Context: an optimization exercise on an open-source flow, tuned for small area, a short achievable clock period and few clock cycles. The choices shown serve that exercise and are no tape-out recipe.
No functional check of the RTL was part of this run.
No activity file was given, so power comes from the tool's default toggle rates.

**flow/run.sh**
```bash
#!/bin/bash
# Custom flow: the standard layout, with timing repair aiming for
# 7.3 ns of setup slack instead of the flow default, so that the resizer
# also works on paths that already meet the clock, and a clock tree built
# without dummy loads. Logs are kept here.
bash standard.sh SETUP_SLACK_MARGIN=7.3 \
  "CTS_ARGS=-sink_clustering_enable -repair_clock_nets -dont_use_dummy_load -sink_clustering_size 30 -sink_clustering_max_diameter 80 -root_buf sky130_fd_sc_hd__clkbuf_16 -buf_list sky130_fd_sc_hd__clkbuf_8" \
  finish > standard.log 2>&1
```
**standard.sh**
```bash
#!/bin/bash
# synth_recipe.tcl (not shown) runs the flow's synth.tcl, then flattens the netlist and writes it again
# the make line also repeats each setting of config.mk as NAME=value (left out here)
make -C /OpenROAD-flow-scripts/flow DESIGN_CONFIG=/design/flow/config.mk WORK_HOME=/design/flow/orfs CLKGATE_MAP_FILE= SYNTH_SCRIPT=/design/flow/synth_recipe.tcl "${@:-finish}"
```
**config.mk**
```make
export PLATFORM = sky130hd
export DESIGN_NAME = lz77_enc
export DESIGN_NICKNAME = lz77_enc
export VERILOG_FILES = /design/flow/design.v
export SDC_FILE = /design/flow/constraint.sdc
export NUM_CORES = 4
export LEC_CHECK = 0
export CAP_MARGIN = 20
export CORE_MARGIN = 2
export CORE_UTILIZATION = 40
export CTS_BUF_LIST = sky130_fd_sc_hd__clkbuf_8
export CTS_CLUSTER_DIAMETER = 80
export CTS_CLUSTER_SIZE = 30
export SLEW_MARGIN = 20
```
**constraint.sdc**
```tcl
create_clock -name core_clock -period 10.0 [get_ports {clk}]
set_input_delay 2.0000 -clock core_clock [delete_from_list [all_inputs] [get_ports {clk}]]
set_output_delay 2.0000 -clock core_clock [all_outputs]
set_load 0.01 [all_outputs]
```
**design.v**
```verilog
module lz77_enc (
    input  wire        clk,
    input  wire        rst,              
    input  wire        in_valid,
    output wire        in_ready,
    input  wire [23:0] in_pixel,         
    input  wire        in_last,          
    output wire        out_valid,
    input  wire        out_ready,
    output wire [7:0]  out_byte,
    output wire        out_last          
);
    reg [15:0] pbuf;
    reg [2:0]  pcnt;                     
    reg        plast;                    
    reg        pfirst;                   
    reg        nfirst;                   
    reg        rdy;                      
    reg [67:0] sw;                       
    reg [15:0] alive;                    
    reg [3:0]  cur_len;                  
    reg        flush;                    
    reg        o_valid;
    reg [7:0]  o_byte;
    reg        o_last;
    wire       go      = !o_valid || out_ready;
    wire       have    = (pcnt != 3'd0);
    wire       step    = go && have;
    wire [3:0] x       = pbuf[15:12];
    wire       is_end  = plast && (pcnt == 3'd1);
    reg [15:0] m;
    integer o;
    always @* begin
        for (o = 0; o < 16; o = o + 1)
            m[o] = (sw[4*o +: 4] == x);
    end
    wire [15:0] a      = alive & m;
    wire        ends   = (cur_len == 4'd9) || (a == 16'd0);
    reg [3:0] best;
    always @* begin
        best = 4'd0;
        for (o = 0; o < 16; o = o + 1)
            if (alive[o]) best = o;
    end
    wire [7:0] tok = (cur_len == 4'd1) ? {1'b0, sw[67:64], 3'b000}
                                       : {1'b1, cur_len[2:0] - 3'd2, best};
    wire emit = go && (flush || (have && !pfirst && ends));
    wire take_in = in_valid && rdy;
    wire [2:0] pcnt_s   = pcnt - {2'd0, step};
    wire [2:0] pcnt_n   = pcnt_s + (take_in ? 3'd3 : 3'd0);
    wire       nfirst_n = take_in ? in_last : nfirst;
    assign in_ready  = rdy;
    assign out_valid = o_valid;
    assign out_byte  = o_byte;
    assign out_last  = o_last;
    always @(posedge clk) begin
        if (rst) begin
            pcnt    <= 3'd0;
            nfirst  <= 1'b1;
            rdy     <= 1'b1;
            flush   <= 1'b0;
            o_valid <= 1'b0;
        end else begin
            pcnt    <= pcnt_n;
            nfirst  <= nfirst_n;
            rdy     <= (pcnt_n == 3'd0) || (pcnt_n == 3'd1 && !nfirst_n);
            if (go) begin
                flush   <= step && !pfirst && is_end;
                o_valid <= emit;
            end
        end
    end
    wire        sw_hold  = !step;
    wire        sw_slide = step && !pfirst;
    wire        sw_seed  = step && pfirst;
    wire [67:0] sw_n = ({68{sw_hold}}  & sw)
                     | ({68{sw_slide}} & {x, sw[67:4]})
                     | ({68{sw_seed}}  & {17{x}});
    wire [15:0] alive_n  = ({16{sw_hold}} & alive)
                         | ({16{sw_slide}} & m & (alive | {16{ends}}));
    wire [11:0] pix      = {in_pixel[23:20], in_pixel[15:12], in_pixel[7:4]};
    wire        pb_at0   = rdy && pcnt_s == 3'd0;
    wire        pb_at1   = rdy && pcnt_s != 3'd0;
    wire        pb_shift = !rdy && step;
    wire        pb_hold  = !rdy && !step;
    wire [15:0] pbuf_n   = ({16{pb_at0}}   & {pix, 4'd0})
                         | ({16{pb_at1}}   & {pbuf[15:12], pix})
                         | ({16{pb_shift}} & {pbuf[11:0], 4'd0})
                         | ({16{pb_hold}}  & pbuf);
    wire        plast_n  = (take_in & in_last) | (!take_in & plast);
    wire        pfirst_n = (pb_at0 & nfirst) | (pb_hold & pfirst);
    wire        cl_one   = step && (pfirst || ends);
    wire        cl_inc   = step && !pfirst && !ends;
    wire        cl_hold  = !step;
    wire [3:0]  cur_len_n = ({4{cl_one}}  & 4'd1)
                          | ({4{cl_inc}}  & (cur_len + 4'd1))
                          | ({4{cl_hold}} & cur_len);
    wire [7:0]  o_byte_n = ({8{go}} & tok) | ({8{!go}} & o_byte);
    wire        o_last_n = (go & flush) | (!go & o_last);
    always @(posedge clk) begin
        sw      <= sw_n;
        alive   <= alive_n;
        pbuf    <= pbuf_n;
        plast   <= plast_n;
        pfirst  <= pfirst_n;
        cur_len <= cur_len_n;
        o_byte  <= o_byte_n;
        o_last  <= o_last_n;
    end
endmodule
```
==> impl_metrics.ini <==
[die]
ios = 40
die_w_microns = 121
rows = 42
die_area_sq_um = 14700
start_util_pct = 41.3
core_sq_um = 13300
die_height_microns = 121

[place]
placed_cells = 797
place.gp.congestion = 0.868
placed_area_sq_um = 5900
pre_cts_ws_ns = 4.84
dp_hpwl_microns = 7740
portBuffers = 27

[final_layout]
layout-drive-gt1-share_pct = 21.1
stdcell_count = 859
fin_area_sq_um = 7080
final_core_util_pct = 53.0
diodes = 0
fin_nets = 721
syn2layout_area_growth_pct = 28.4

[clock_network]
cts_num_sinks = 122
numCtsBuffers = 17
h-tree-depth = 4
clk_path_buf_depth = 2
path_clk_slew_ns = 0.06
cts_tree = done
root_buffer = clkbuf_16
clk_latency_ns = 0.36
cts_hold_buf = 0

[synthesis]
synth_most_common_cell = dfxtp_1
synth_area_leaders = dfxtp_1 (41%), xnor2_1 (9.1%), o21ai_0 (7.5%)
synthCells = 641
synth_top_cell_by_area = dfxtp_1
synth_top_area_share_pct = 40.7
synthFlopType = dfxtp_1
yosysSeqAreaShare_pct = 46.1
ys_async_sr_fraction_pct = 0
synth-edff-count = 10
netlist_top_cells_count = dfxtp_1 (112), nand2_1 (98), o21ai_0 (83)
ys_ff_latch = 122
syn_nets = 677
yosys_warnings = 1
syn_area_sq_um = 5510
yosysUniqueCellTypes = 43
avgSynthCellArea_sq_um = 8.60

[drt]
avgRoutedWirePerCell_microns = 17.8
via_per_inst = 5.62
routed-via-count = 4831
drtIter0Drc = 302
ant_nets = 0
wirelength_microns = 15300
drc = 0
first_pass_iters = 5

[timing]
period_needed_ns = 3.36
worst_slack_ns = 6.64
fin_crit_sh_pct = 33.6
final.setup.tns_ns = 0
final_hold_viol_count = 0
slew_headroom_pct = 41.9
setup_violations = 0
maxSlewViolCount = 0
fin_hold_ws_ns = 0.467
rsz0062_at_grt = true
finClkSkew_ns = 0.0153
fmax_ghz = 0.298
worst_slew_pin_slew_ns = 0.872

[critical_path]
required_ns = 10.25
startpoint_type = input port
cp-end-kind = flip-flop
r2r_slack_ns = 7.35
criticalPathCategory = input port to flip-flop
crit_fanout = 2
crit_arrival_ns = 3.61

[power_and_ir_drop]
p_per_area_nw_per_um2 = 450
vdd_drop_max_uv = 170
leakagePower_nw = 2.63
p_total_mw = 3.19

[global_route]
grt_max_degree = 69
grt_use_met2_pct = 32.5
track_usage_pct = 20.7
grt_pass1_vias = 4573
met3_usage_pct = 4.89
grt_pass1_wl_microns = 23600
antenna_found_initial = 0
overflow = 0
grt_busiest_layer = met2
use_met1_pct = 27.3

[run]
drv_cap = 0

[min_path]
hold_class = flip-flop to flip-flop

[run_status]
outcome = no timing/DRC/antenna violations
-- per-layer routing --
layer | up-vias | wire length (microns)
li1 | 2313 | -
met1 | 2358 | 7030
met2 | 133 | 7100
met3 | 27 | 750
met4 | 0 | 405
met5 | - | 0
-- cell type report --
cell class	instances	area [sq um]
timing repair buffer	69	977
multi-input combinational	450	2960
fill	1168	6270
timing repair inverter	1	16.3
sequential	122	2550
tap	176	220
clock buffer	17	245
inverter	24	105
-- power by group --
part	total (mW)	leakage, nW	internal [mW]	switching [mW]
registers	0.993	1.04	0.740	0.253
clock network	0.323	0.127	0.160	0.164
logic	1.87	1.47	0.979	0.891
-- state kept, by name (all words and copies together) (netlist names), named ones only --
register  cells
pfirst        1
pcnt          3
nfirst        1
sw           68
flush         1
alive        16
o_valid       1
pbuf         16
cur_len       4
rdy           1
-- worst max-delay path, stage by stage --
cell and delay [ns]:
buf_6 0.09, nor2b_4 0.10, or2_4 0.16, clkinv_8 0.05
ha_4 0.26, inv_2 0.04, ha_4 0.15, fa_2 0.55
nor2b_4 0.15, nor3_2 0.05
-- cells in the final DEF, fill, tap and decap left out, types with 8 or more instances in the layout --
| master | n |
|---|---|
| o21ai_1 | 26 |
| o21ai_2 | 17 |
| buf_16 | 10 |
| edfxtp_1 | 10 |
| a22oi_2 | 12 |
| dfxtp_1 | 106 |
| buf_4 | 10 |
| a22oi_1 | 8 |
| xor2_1 | 9 |
| buf_6 | 10 |
| o22ai_1 | 8 |
| nand4_1 | 14 |
| o21a_1 | 14 |
| inv_1 | 20 |
| o21ai_0 | 40 |
| clkbuf_8 | 16 |
| nand2_1 | 97 |
| nor2_1 | 9 |
| clkdlybuf4s50_1 | 14 |
| xnor2_1 | 56 |
| a21oi_1 | 70 |
| buf_2 | 10 |
-- worst paths after layout --
kind	startpoint	to	cells past startpoint
worst min register to register	sw[67]$_DFF_P_	sw[67]$_DFF_P_	2
worst min-delay path	sw[67]$_DFF_P_	sw[67]$_DFF_P_	2
worst max-delay path	out_ready	rdy$_SDFF_PP1_	10
worst max register to register	pbuf[15]$_DFF_P_	cur_len[0]$_DFF_P_	7
-- logic make-up (layout without fill, tap and decap cells) --
group,count (synthesis),after routing,share of synthesized area (%)
adders and majority gates,7,7,1.72
AOI/OAI and AO/OA,214,214,22.3
xor gates and xnor gates,66,66,10.5
and+or+nand+nor,156,160,12.7
buffers and inverters,73,111,6.06
muxes,3,3,0.590
DFF,122,122,46.1
-- what timing repair did --
| item | CTS | global route |
|---|---|---|
| buffers inserted | 20 | 5 |
| gates resized for setup | 140 | 37 |
| cloned | 14 | 6 |
| pin swaps | 13 | 5 |
| endpoints found under the setup margin | 131 | 121 |

port drivers added, routing unchanged:
The results above use ideal ports. As a check the final layout listed here was re-extracted and re-timed, cells and wires unchanged. Step 1 assumes that a clkbuf_16 drives the clock port and a buf_2 every other input. Step 2 moves the port delays by t, midway between the first and last clock arrival at a register: inputs arrive t later, outputs are due t later. That takes back most of the time a late clock gives input paths. a / b / c = ideal ports / drivers / drivers and shift; a / b = the first two.
t (ns): 0.386
slack for setup (ns): 6.645 / 6.649 / 6.263
worst hold slack (ns): 0.467 / 0.467 / 0.467
worst setup path at the end: input to register
clock arrival spread, ns: 0.015 / 0.016
After both steps setup and hold are still met in this run. The setup slack of this run moves by +0.004 ns with the drivers and by -0.382 ns with both steps.
